This is an optimization exercise on Yosys and OpenROAD, whose aim is small area, a short achievable clock period and few clock cycles per item, not a production implementation.
Function was checked by simulation only, so behaviour that the tests miss may differ from the original.
Power is estimated from default activity; no workload was simulated.

==> design.v <==
module nru_itoa (
    input  wire        clk,
    input  wire        rst_n,       
    input  wire        start,
    input  wire        ptr,         
    input  wire [63:0] value,       
    input  wire [31:0] prec,        
    input  wire [7:0]  flags,       
    output wire        ready,
    output reg         done,
    output wire [9:0]  span_start,
    output reg  [9:0]  span_len,
    output reg  [15:0] head,
    output reg  [1:0]  hlen,
    input  wire [8:0]  rd_addr,
    output wire [7:0]  rd_data
);
    localparam [1:0] R10 = 2'b00, R16 = 2'b01, R8 = 2'b10, R2 = 2'b11;
    wire        f_uc    = flags[0];
    wire        f_alt   = flags[1];
    wire        f_plus  = flags[2];
    wire        f_space = flags[3];
    wire        f_w64   = flags[4];
    wire        f_sgn   = flags[5];
    wire [1:0]  f_radix = flags[7:6];
    wire [63:0] u      = f_w64 ? value : {32'd0, value[31:0]};
    wire        sbit   = f_w64 ? value[63] : value[31];
    wire        is_neg = !ptr && f_sgn && sbit;
    wire [63:0] neg64  = 64'd0 - u;
    wire [63:0] mag_in = ptr    ? value :
                         is_neg ? (f_w64 ? neg64 : {32'd0, neg64[31:0]}) : u;
    wire        mag_nz = |mag_in;
    reg  [15:0] head_in;
    reg  [1:0]  hlen_in;
    always @(*) begin
        head_in = 16'd0;
        hlen_in = 2'd0;
        if (!ptr) begin
            if (f_sgn) begin
                if (is_neg)       begin head_in = 16'h002D; hlen_in = 2'd1; end
                else if (f_plus)  begin head_in = 16'h002B; hlen_in = 2'd1; end
                else if (f_space) begin head_in = 16'h0020; hlen_in = 2'd1; end
            end else if (f_alt) begin
                case (f_radix)
                    R8:  begin head_in = 16'h0030; hlen_in = 2'd1; end
                    R16: if (mag_nz) begin
                             head_in = f_uc ? 16'h5830 : 16'h7830; hlen_in = 2'd2;
                         end
                    R2:  begin head_in = f_uc ? 16'h4230 : 16'h6230; hlen_in = 2'd2; end
                    default: ;
                endcase
            end
        end
    end
    wire [9:0]  minlen_in = ptr     ? 10'd16 :
                            prec[31] ? 10'd1 : prec[9:0];
    reg         busy;
    reg  [6:0]  cnt;         
    reg  [1:0]  radix;
    reg         uc;
    reg  [9:0]  minlen;
    reg  [63:0] mag;         
    reg  [63:0] sh;          
    reg  [79:0] bcd;         
    assign ready = !busy;
    reg [79:0] bcd_adj;
    integer i;
    always @(*) begin
        for (i = 0; i < 20; i = i + 1)
            bcd_adj[4*i +: 4] = (bcd[4*i +: 4] >= 4'd5) ? bcd[4*i +: 4] + 4'd3
                                                         : bcd[4*i +: 4];
    end
    function [3:0] digit_at;
        input [6:0] k;
        begin
            case (radix)
                R10:     digit_at = (k < 7'd20) ? bcd[4*k +: 4] : 4'd0;
                R16:     digit_at = (k < 7'd16) ? mag[4*k +: 4] : 4'd0;
                R8:      digit_at = (k < 7'd21) ? {1'b0, mag[3*k +: 3]} :
                                    (k == 7'd21) ? {3'b000, mag[63]} : 4'd0;
                default: digit_at = {3'b000, mag[k[5:0]]};
            endcase
        end
    endfunction
    reg [6:0] ndig;
    integer k;
    always @(*) begin
        ndig = 7'd0;
        for (k = 0; k < 64; k = k + 1)
            if (digit_at(k[6:0]) != 4'd0)
                ndig = k[6:0] + 7'd1;
    end
    wire [9:0] span_len_w = ({3'd0, ndig} > minlen) ? {3'd0, ndig} : minlen;
    always @(posedge clk) begin
        if (!rst_n) begin
            busy <= 1'b0;
            done <= 1'b0;
        end else begin
            done <= 1'b0;
            if (!busy) begin
                if (start) begin
                    busy   <= 1'b1;
                    radix  <= ptr ? R16 : f_radix;
                    uc     <= ptr ? 1'b0 : f_uc;
                    minlen <= minlen_in;
                    mag    <= mag_in;
                    head   <= head_in;
                    hlen   <= hlen_in;
                    bcd    <= 80'd0;
                    if (!ptr && f_radix == R10) begin
                        cnt <= f_w64 ? 7'd64 : 7'd32;
                        sh  <= f_w64 ? mag_in : {mag_in[31:0], 32'd0};
                    end else begin
                        cnt <= 7'd0;
                        sh  <= 64'd0;
                    end
                end
            end else if (cnt != 7'd0) begin
                {bcd, sh} <= {bcd_adj[78:0], sh, 1'b0};
                cnt       <= cnt - 7'd1;
            end else begin
                busy     <= 1'b0;
                done     <= 1'b1;
                span_len <= span_len_w;
            end
        end
    end
    assign span_start = 10'd512 - span_len;
    wire [8:0] pos = 9'd511 - rd_addr;
    wire [3:0] d   = pos[8:6] == 3'd0 ? digit_at({1'b0, pos[5:0]}) : 4'd0;
    assign rd_data = (d < 4'd10) ? 8'h30 + {4'd0, d}
                                 : (uc ? 8'h37 : 8'h57) + {4'd0, d};
endmodule
==> run.sh <==
#!/bin/bash
# synth_recipe.tcl (not shown) runs the flow's synth.tcl, then flattens the netlist and writes it again
# the make line also repeats each setting of config.mk as NAME=value (left out here)
make -C /OpenROAD-flow-scripts/flow DESIGN_CONFIG=/design/flow/config.mk WORK_HOME=/design/flow/orfs CLKGATE_MAP_FILE= SYNTH_SCRIPT=/design/flow/synth_recipe.tcl finish
==> config.mk <==
export PLATFORM = sky130hd
export DESIGN_NAME = nru_itoa
export DESIGN_NICKNAME = nru_itoa
export VERILOG_FILES = /design/flow/design.v
export SDC_FILE = /design/flow/constraint.sdc
export NUM_CORES = 4
export LEC_CHECK = 0
export CAP_MARGIN = 20
export CORE_MARGIN = 2
export CORE_UTILIZATION = 40
export SLEW_MARGIN = 20
==> constraint.sdc <==
create_clock -name core_clock -period 6.0 [get_ports {clk}]
set_input_delay 1.2000 -clock core_clock [delete_from_list [all_inputs] [get_ports {clk}]]
set_output_delay 1.2000 -clock core_clock [all_outputs]
set_load 0.01 [all_outputs]
==> out/qor.yml <==
status: "timing/DRC/antenna clean"
vias_per_cell: 6.078
fillCellCount: 4248
syn-cell-area_um2: 18380
path_class: "in2out"
hp-class: "reg2reg"
hold_violations: 0
dp_hpwl_um: 41030
area_delta_synth_final_pct: 16.71
ant_nets: 0
ys_async_sr_fraction: 0
maxSlewViolCount: 0
fin_cells: 2569
routed_wl_um: 56030
drive_above_1_share: 0.1229
crit_path_max_incr_delay_ps: 560
ys_types: 84
ys_ff_latch: 250
crit_path_top_delay_cell: "clkdlybuf4s50_1"
antenna_found_initial: 0
regToRegStartpoint: "mag[19]"
final_cell_mix: "248 x edfxtp_1, 209 x nor2_1, 176 x nand2_1"
finalSetupViolations: 0
path_clk_slew_ps: 60
grt.total_usage: 0.2298
syn_area_per_cell_um2: 9.950
grt_pass1_vias: 14670
grt_first_pass_wirelength_um: 85530
drtPass1Iterations: 6
relSlewSlack: 0.2092
p_leak_nw: 7.448
place_inst: 2515
drt_iter0_drc: 1765
synthCells: 1847
cp_max_fo: 32
worstPathCellList: "buf_2, buf_12, mux4_2, mux4_2, mux4_2, a21oi_1, o221ai_1, nand2_1, ha_1, a21oi_1, a31oi_1, clkdlybuf4s50_1"
place.port_buffers: 137
cp-end-kind: "output pin"
final_common_cell: "edfxtp_1"
grt_max_degree: 99
start_util: 0.4050
grtUsageMet2: 0.3537
die_x_um: 218.3
drv_cap: 0
max_freq_mhz: 173.7
crit_path_frequent_cell: "mux4_2"
power_density_nw_per_um2: 243.2
rsz0062_at_grt: "no"
use_met3: 0.03605
cts_hold_buf: 0
peakVddDrop_mv: 0.1775
yosysWarnings: 1
gr-max-usage-layer: "met2"
ys.flop_type: "edfxtp_1"
chipHeight_um: 218.3
dieArea_um2: 47670
core_area_um2: 45380
crit_start: "rd_addr[1]"
post_drt_wl_per_cell_um: 21.81
worstHoldStart: "minlen[7]"
power.total_mw: 5.217
fin_crit_ps: 5756
critPathArrivalTime_ps: 4560
rows: 78
cts_sinks: 250
antenna_cells: 0
finClkSkew_ps: 21.71
overflow: 0
synth_sequential_area_ratio: 0.4074
cp.required_ps: 4800
cts-buffers-inserted: 29
use_met1: 0.3310
clk_path_buf_depth: 3
critPathTopFamily: "multiplexers"
num-nets-final: 2116
clkLatencyLatePin_ps: 570
critPathBufInv: 3
cts_tree: "done"
remaining_drc_errors: 0
num_vias: 15610
tightest_slew_ps: 1156
io_pins: 165
post_cts_buffers: 0
timing.final.crit_share: 0.9594
place_congestion: 0.9271
start_kind: "input pin"
cts-htree-levels: 1
cts-root-buf: "clkbuf_16"
synth-edff-count: 248
fin_setup_tns_ps: 0
final_core_util: 0.4727
## final cells by class
type	instances	area [µm²]	area share
Timing Repair Buffer	188	1849	0.08622
Tap cell	600	750.7	0.03500
Clock buffer	31	733.2	0.03418
Multi-Input combinational cell	1377	9998	0.4661
Clock inverter	22	250.2	0.01167
Sequential cell	250	7488	0.3491
Inverter	101	379.1	0.01767
## repair_timing
item / 4_1_cts / 5_1_grt
resized for setup: 0 / 4
endpoints found under the setup margin: 0 / 1
hold endpoints to repair: 0 / 0
## Yosys cell counts (all sizes together) (4+ instances only)
cell	count	area share
mux2	12	0.0074
o211ai	8	0.0033
a22o	23	0.011
or3	20	0.0068
a21oi	125	0.034
xnor2	60	0.029
xor2	49	0.023
a32o	10	0.0054
a2111oi	5	0.0034
nand3	18	0.0049
nor2	211	0.043
o21bai	6	0.0025
a22oi	5	0.0020
clkbuf	73	0.015
inv	98	0.020
nor4b	8	0.0038
edfxtp	248	0.41
ha	52	0.035
and3	12	0.0041
o32a	4	0.0022
nor3	73	0.021
buf	51	0.016
nand2	178	0.037
mux4	92	0.11
a21o	7	0.0029
nand2b	39	0.013
o22ai	7	0.0024
o31ai	21	0.0086
o41ai	8	0.0050
nor2b	8	0.0027
and4	5	0.0024
and2	14	0.0048
nand4	15	0.0063
o21ai	116	0.032
mux2i	15	0.0082
or2	7	0.0024
nor4	36	0.014
a211oi	7	0.0029
o221ai	4	0.0019
or4	24	0.0098
a41oi	6	0.0029
a31oi	19	0.0065
## worst reg2reg max path: cells and delay by family, from the launching register on
family	cells	cell delay, ps
adders and majority gates	1	170
and+or+nand+nor	7	1500
AOI/OAI and AO/OA	10	1780
muxes	2	920
DFF	1	530
## metrics by stage
step | hold WS (ps) | worst slack (ps) | instance area [µm²]
2_1_floorplan | 500.0 | 257.4 | 18400
3_3_place_gp | 444.3 | 227.8 | 20430
3_5_place_dp | 446.3 | 206.7 | 20430
4_1_cts | 460.0 | 202.1 | 21410
5_1_grt | 468.5 | 30.87 | 21450
6_report | 462.2 | 243.6 | 21450
## final timing paths
check	end	slack, ps	cells after the start
worst min register to register	span_len[7]	460	0
worst min-delay path	span_len[7]	460	0
worst max register to register	span_len[5]	850	20
worst max-delay path	rd_data[2]	240	12
## state kept, by name, indices dropped and copies added (netlist names), 2 cells and up
register,flops
sh,64
span_len,10
minlen,10
bcd,80
mag,64
cnt,7
head,9
radix,2
## logic make-up after synthesis
| family | share of synthesized area |
|---|---|
| compound gates | 0.1431 |
| xor+xnor | 0.05195 |
| fa+ha+maj | 0.03540 |
| buf+inv | 0.05113 |
| flops | 0.4074 |
| mux | 0.1283 |
| other cells | 0.0002041 |
| simple gates | 0.1825 |
## power by group
part	leakage (nW)	internal [mW]	switching, mW	total [mW]
combinational	4.58	0.464	0.618	1.08
sequential	2.40	2.12	0.162	2.28
clock	0.472	1.10	0.752	1.85
## per-layer routing
| metal | up-vias | routed length, µm | share of wire |
|---|---|---|---|
| met1 | 7576 | 24090 | 0.43 |
| met5 | - | 0 | 0 |
| li1 | 7117 | - | - |
| met3 | 140 | 4772 | 0.085 |
| met2 | 781 | 25200 | 0.45 |
| met4 | 0 | 1969 | 0.035 |
Testbench counts, summed over its fixed seeds: cycles 130,112, items 4,800.

separate check: timing with driven ports:
The results above use ideal ports. As a check the final layout listed here was re-extracted and re-timed, cells and wires unchanged.
Step 1, drivers: a clkbuf_16 drives clk and a buf_2 each remaining input, both assumed.
Step 2, shift: input delay + t, output delay - t, t = (earliest + latest rising clock arrival at the registers) / 2. This alone moves slack from input paths to output paths.
a / b / c = no drivers / after step 1 / after step 2; a / b = the first two.
shift t [ns]: 0.621
setup WS [ns]: 0.244 / 0.183 / 0.183
worst hold slack (ns): 0.462 / 0.462 / 0.462
clock arrival spread, ns: 0.023 / 0.023
worst data-port slew with drivers (ns): 0.08
After both steps setup and hold are still met in this run. The setup slack of this run moves by -0.061 ns with the drivers and by -0.061 ns with both steps.
